Source: an optimization exercise on an open RTL-to-GDS flow (aim: small area, a short achievable clock period and few clock cycles per item). Production flows keep margins and buffers that such runs may drop.
Where RTL was checked, it was by simulation tests only, not by an equivalence proof against the original.
Power figures rest on the tool's default switching activity, not on a simulated workload.

== before ==
// crsf_parser
module crsf_parser (
    input  wire       clk,
    input  wire       rst,         
    input  wire       in_valid,
    output wire       in_ready,
    input  wire [7:0] in_data,
    input  wire       in_last,     
    output wire       out_valid,
    input  wire       out_ready,
    output wire [7:0] out_data,
    output wire       out_last,    
    output wire       st_valid,
    output wire [7:0] st_aux,      
    output wire [5:0] st_level     
);
For scale: about 1700 cells after synthesis, ~720 flip-flops, about 0.027 mm2 of cells after synthesis.
export LEC_CHECK = 0
export ABC_CLOCK_PERIOD_IN_PS = 2200
export CAP_MARGIN = 20
export CORE_MARGIN = 2
export CORE_UTILIZATION = 40
export CTS_BUF_LIST = sky130_fd_sc_hd__clkbuf_8 sky130_fd_sc_hd__clkbuf_16
export CTS_CLUSTER_DIAMETER = 300
export CTS_CLUSTER_SIZE = 28
export SETUP_SLACK_MARGIN = 2.85
export SLEW_MARGIN = 20
export TNS_END_PERCENT = 100
create_clock -name core_clock -period 5.0 [get_ports {clk}]
run.sh (not shown) runs the stock make flow with config.mk's settings and CLKGATE_MAP_FILE= SYNTH_SCRIPT=/design/flow/synth_recipe.tcl, a recipe that flattens the netlist after the stock synthesis.
before completed every stage of the flow, and the final layout passed the timing, DRC and antenna checks.
The following lists how after was set up differently from before:
Settings: SETUP_SLACK_MARGIN changed from 2.85 to 2.75.
### Flow results
after vs before: half-perimeter wire length of the detailed placement result up
after vs. before: clock period minus final worst setup slack went up by 120 ps.
The share of cells above drive strength 1 reported for after is smaller than that of before by 2.6 points.
Taking before as the reference, in after die area did not really move; clock share of power shows an increase of 0.4 points; antenna diode count up 1; hold buffer count at CTS has remained practically unchanged.
Compared with before, after shows a part of the total power dissipated in sequential elements that is 0.9 points higher.
There was hardly any difference in tightest hold margin between after and before.
Across both runs, register share of the cell area was higher for after than for before.
No run of this note included a check of the RTL's function; only the layout flow was run.

* * *

== run A ==
crsf_parser, a different RTL version from the one above (not shown whole).
For scale: roughly 1700 cells after synthesis, ~39 I/O pins, ~27000 µm² of cells after synthesis.
==> flow/config.mk <==
export PLATFORM = sky130hd
export DESIGN_NAME = crsf_parser
export DESIGN_NICKNAME = crsf_parser
export VERILOG_FILES = /design/flow/design.v
export SDC_FILE = /design/flow/constraint.sdc
export NUM_CORES = 4
export LEC_CHECK = 0
export ABC_CLOCK_PERIOD_IN_PS = 2400
export CAP_MARGIN = 20
export CORE_MARGIN = 2
export CORE_UTILIZATION = 65
export CTS_BUF_LIST = sky130_fd_sc_hd__clkbuf_8 sky130_fd_sc_hd__clkbuf_16
export CTS_CLUSTER_DIAMETER = 300
export CTS_CLUSTER_SIZE = 28
export SETUP_SLACK_MARGIN = 2.6
export SLEW_MARGIN = 20
==> flow/constraint.sdc <==
create_clock -name core_clock -period 5.0 [get_ports {clk}]
set_input_delay 1.0000 -clock core_clock [delete_from_list [all_inputs] [get_ports {clk}]]
set_output_delay 1.0000 -clock core_clock [all_outputs]
set_load 0.01 [all_outputs]
Testbench counts of run A, summed over its fixed seeds: cycles 52,883, bytes 52,098.
## Diff of input files: run B against run A
# run A
export LEC_CHECK = 0
export ABC_CLOCK_PERIOD_IN_PS = 2400
export CAP_MARGIN = 20
export CORE_MARGIN = 2
export CORE_UTILIZATION = 65
export CTS_BUF_LIST = sky130_fd_sc_hd__clkbuf_8 sky130_fd_sc_hd__clkbuf_16
export CTS_CLUSTER_DIAMETER = 300
export CTS_CLUSTER_SIZE = 28
export SETUP_SLACK_MARGIN = 2.6
export SLEW_MARGIN = 20
create_clock -name core_clock -period 5.0 [get_ports {clk}]
# run B
export LEC_CHECK = 0
export ABC_CLOCK_PERIOD_IN_PS = 2200
export CAP_MARGIN = 20
export CORE_MARGIN = 2
export CORE_UTILIZATION = 40
export CTS_BUF_LIST = sky130_fd_sc_hd__clkbuf_8 sky130_fd_sc_hd__clkbuf_16
export CTS_CLUSTER_DIAMETER = 300
export CTS_CLUSTER_SIZE = 28
export SETUP_SLACK_MARGIN = 2.8
export SLEW_MARGIN = 20
export TNS_END_PERCENT = 100
create_clock -name core_clock -period 5.0 [get_ports {clk}]
Notes after the runs:
Run B closes out successfully: all stages finished, all timing, DRC and antenna checks passed.
When run B is set beside run A, its fraction of power consumed by the clock network turns out to be 0.2 points smaller.
Run B vs run A, setup slack went up by 0.24 ns.
Utilization run A -> run B: down
Wire length on met1 in run B vs run A: up about 17%
Looking at slowest library cell on the worst path, the sky130_fd_sc_hd__nor3_2 result is from run A; the sky130_fd_sc_hd__nor2_2 one comes from run B.
Run B: die area 27000 µm² above run A
Summary: with run A as the reference, number of standard-cell rows in the floorplan in run B moved up by more than a quarter.
The following lists how run C was set up differently from run B:
# run B
export LEC_CHECK = 0
export ABC_CLOCK_PERIOD_IN_PS = 2200
export CAP_MARGIN = 20
export CORE_MARGIN = 2
export CORE_UTILIZATION = 40
export CTS_BUF_LIST = sky130_fd_sc_hd__clkbuf_8 sky130_fd_sc_hd__clkbuf_16
export CTS_CLUSTER_DIAMETER = 300
export CTS_CLUSTER_SIZE = 28
export SETUP_SLACK_MARGIN = 2.8
export SLEW_MARGIN = 20
export TNS_END_PERCENT = 100
create_clock -name core_clock -period 5.0 [get_ports {clk}]
# run C
export LEC_CHECK = 0
export ABC_AREA = 1
export ABC_CLOCK_PERIOD_IN_PS = 2400
export CAP_MARGIN = 20
export CORE_MARGIN = 2
export CORE_UTILIZATION = 40
export CTS_BUF_LIST = sky130_fd_sc_hd__clkbuf_8 sky130_fd_sc_hd__clkbuf_16
export CTS_CLUSTER_DIAMETER = 300
export CTS_CLUSTER_SIZE = 28
export SETUP_SLACK_MARGIN = 2.6
export SLEW_MARGIN = 20
create_clock -name core_clock -period 5.0 [get_ports {clk}]
[summary]
Run B finished all stages; the layout is clean.
Run C finished all stages; the layout is clean.
Synthesized area in run C is 1.3% higher than in run B
Against run B, run C reports a tap cell count that is higher.
As far as worst hold margin is concerned, run B and run C perform about the same.
Diff run B -> run C | final area | down by a few percent
Taking run B as the reference point, the HPWL after detailed placement of run C rises by 7.5%.
On routed wire length: between run C and run B, it ends up lower for run C.
Re share of power burned in the clock network: run B was higher than run C.
Relative to run C, the following input files were edited for run D:
# run C
export LEC_CHECK = 0
export ABC_AREA = 1
export ABC_CLOCK_PERIOD_IN_PS = 2400
export CAP_MARGIN = 20
export CORE_MARGIN = 2
export CORE_UTILIZATION = 40
export CTS_BUF_LIST = sky130_fd_sc_hd__clkbuf_8 sky130_fd_sc_hd__clkbuf_16
export CTS_CLUSTER_DIAMETER = 300
export CTS_CLUSTER_SIZE = 28
export SETUP_SLACK_MARGIN = 2.6
export SLEW_MARGIN = 20
create_clock -name core_clock -period 5.0 [get_ports {clk}]
# run D
export LEC_CHECK = 0
export ABC_CLOCK_PERIOD_IN_PS = 2400
export CAP_MARGIN = 20
export CORE_MARGIN = 2
export CORE_UTILIZATION = 40
export CTS_BUF_LIST = sky130_fd_sc_hd__clkbuf_8 sky130_fd_sc_hd__clkbuf_16
export CTS_CLUSTER_DIAMETER = 300
export CTS_CLUSTER_SIZE = 28
export SETUP_SLACK_MARGIN = 2.6
export SLEW_MARGIN = 20
create_clock -name core_clock -period 5.0 [get_ports {clk}]
==> comparison <==
Having completed the whole flow, run D delivered a layout that passed the timing, DRC and antenna checks.
Summary of the comparison: total instance count after detailed placement is lower in run D, relative to run C.
Run D vs. run C: synthesized-area fraction occupied by xor and xnor cells went up 1.3 points, power has decreased, cell count decreased about 15%, transition time of the tightest slew-check pin went down by 0.11 ns.
Maximum clock frequency essentially unchanged between run D and run C.
The worst clock skew of run D was inferior to that of run C.
Compared to run C, run D leaves less free space in the core.
As far as sequential share of layout area is concerned, run D and run C perform about the same.

==> re-timing with driven ports <==
How much do the figures lean on ideal ports? The routed layouts below were timed once more, with nothing changed but the port constraints.
Step 1 sets driving cells, clkbuf_16 on the clock port and buf_2 on the other inputs (assumed; they add their load-dependent delay and slew).
Step 2 times the ports against the registers' clock, not the clock port: input delays grow and output delays shrink by t, the midpoint of the rising clock arrivals with the driver on.
Three values: ideal ports, drivers, drivers and shift; two values: the first two.
run	t, ns	slack for setup (ns)	hold slack, ns	slew at the worst register clock pin (ns)	worst slew at a driven data input, ns
before	0.696	2.718 / 2.687 / 1.996	0.443 / 0.443 / 0.443	0.11 / 0.11	0.25
after	0.690	2.602 / 2.602 / 2.003	0.445 / 0.445 / 0.445	0.12 / 0.12	0.26
run A	0.657	2.459 / 2.459 / 1.912	0.455 / 0.455 / 0.455	0.11 / 0.11	0.14
run B	0.694	2.699 / 2.650 / 2.018	0.450 / 0.450 / 0.450	0.12 / 0.12	0.25
run C	0.671	2.541 / 2.541 / 2.107	0.451 / 0.451 / 0.451	0.11 / 0.11	0.07
run D	0.678	2.546 / 2.546 / 1.918	0.446 / 0.446 / 0.446	0.12 / 0.12	0.21
After both steps setup and hold are still met in every run listed. The setup slack of before, which loses most, moves by -0.031 ns with the drivers and by -0.722 ns with both steps.
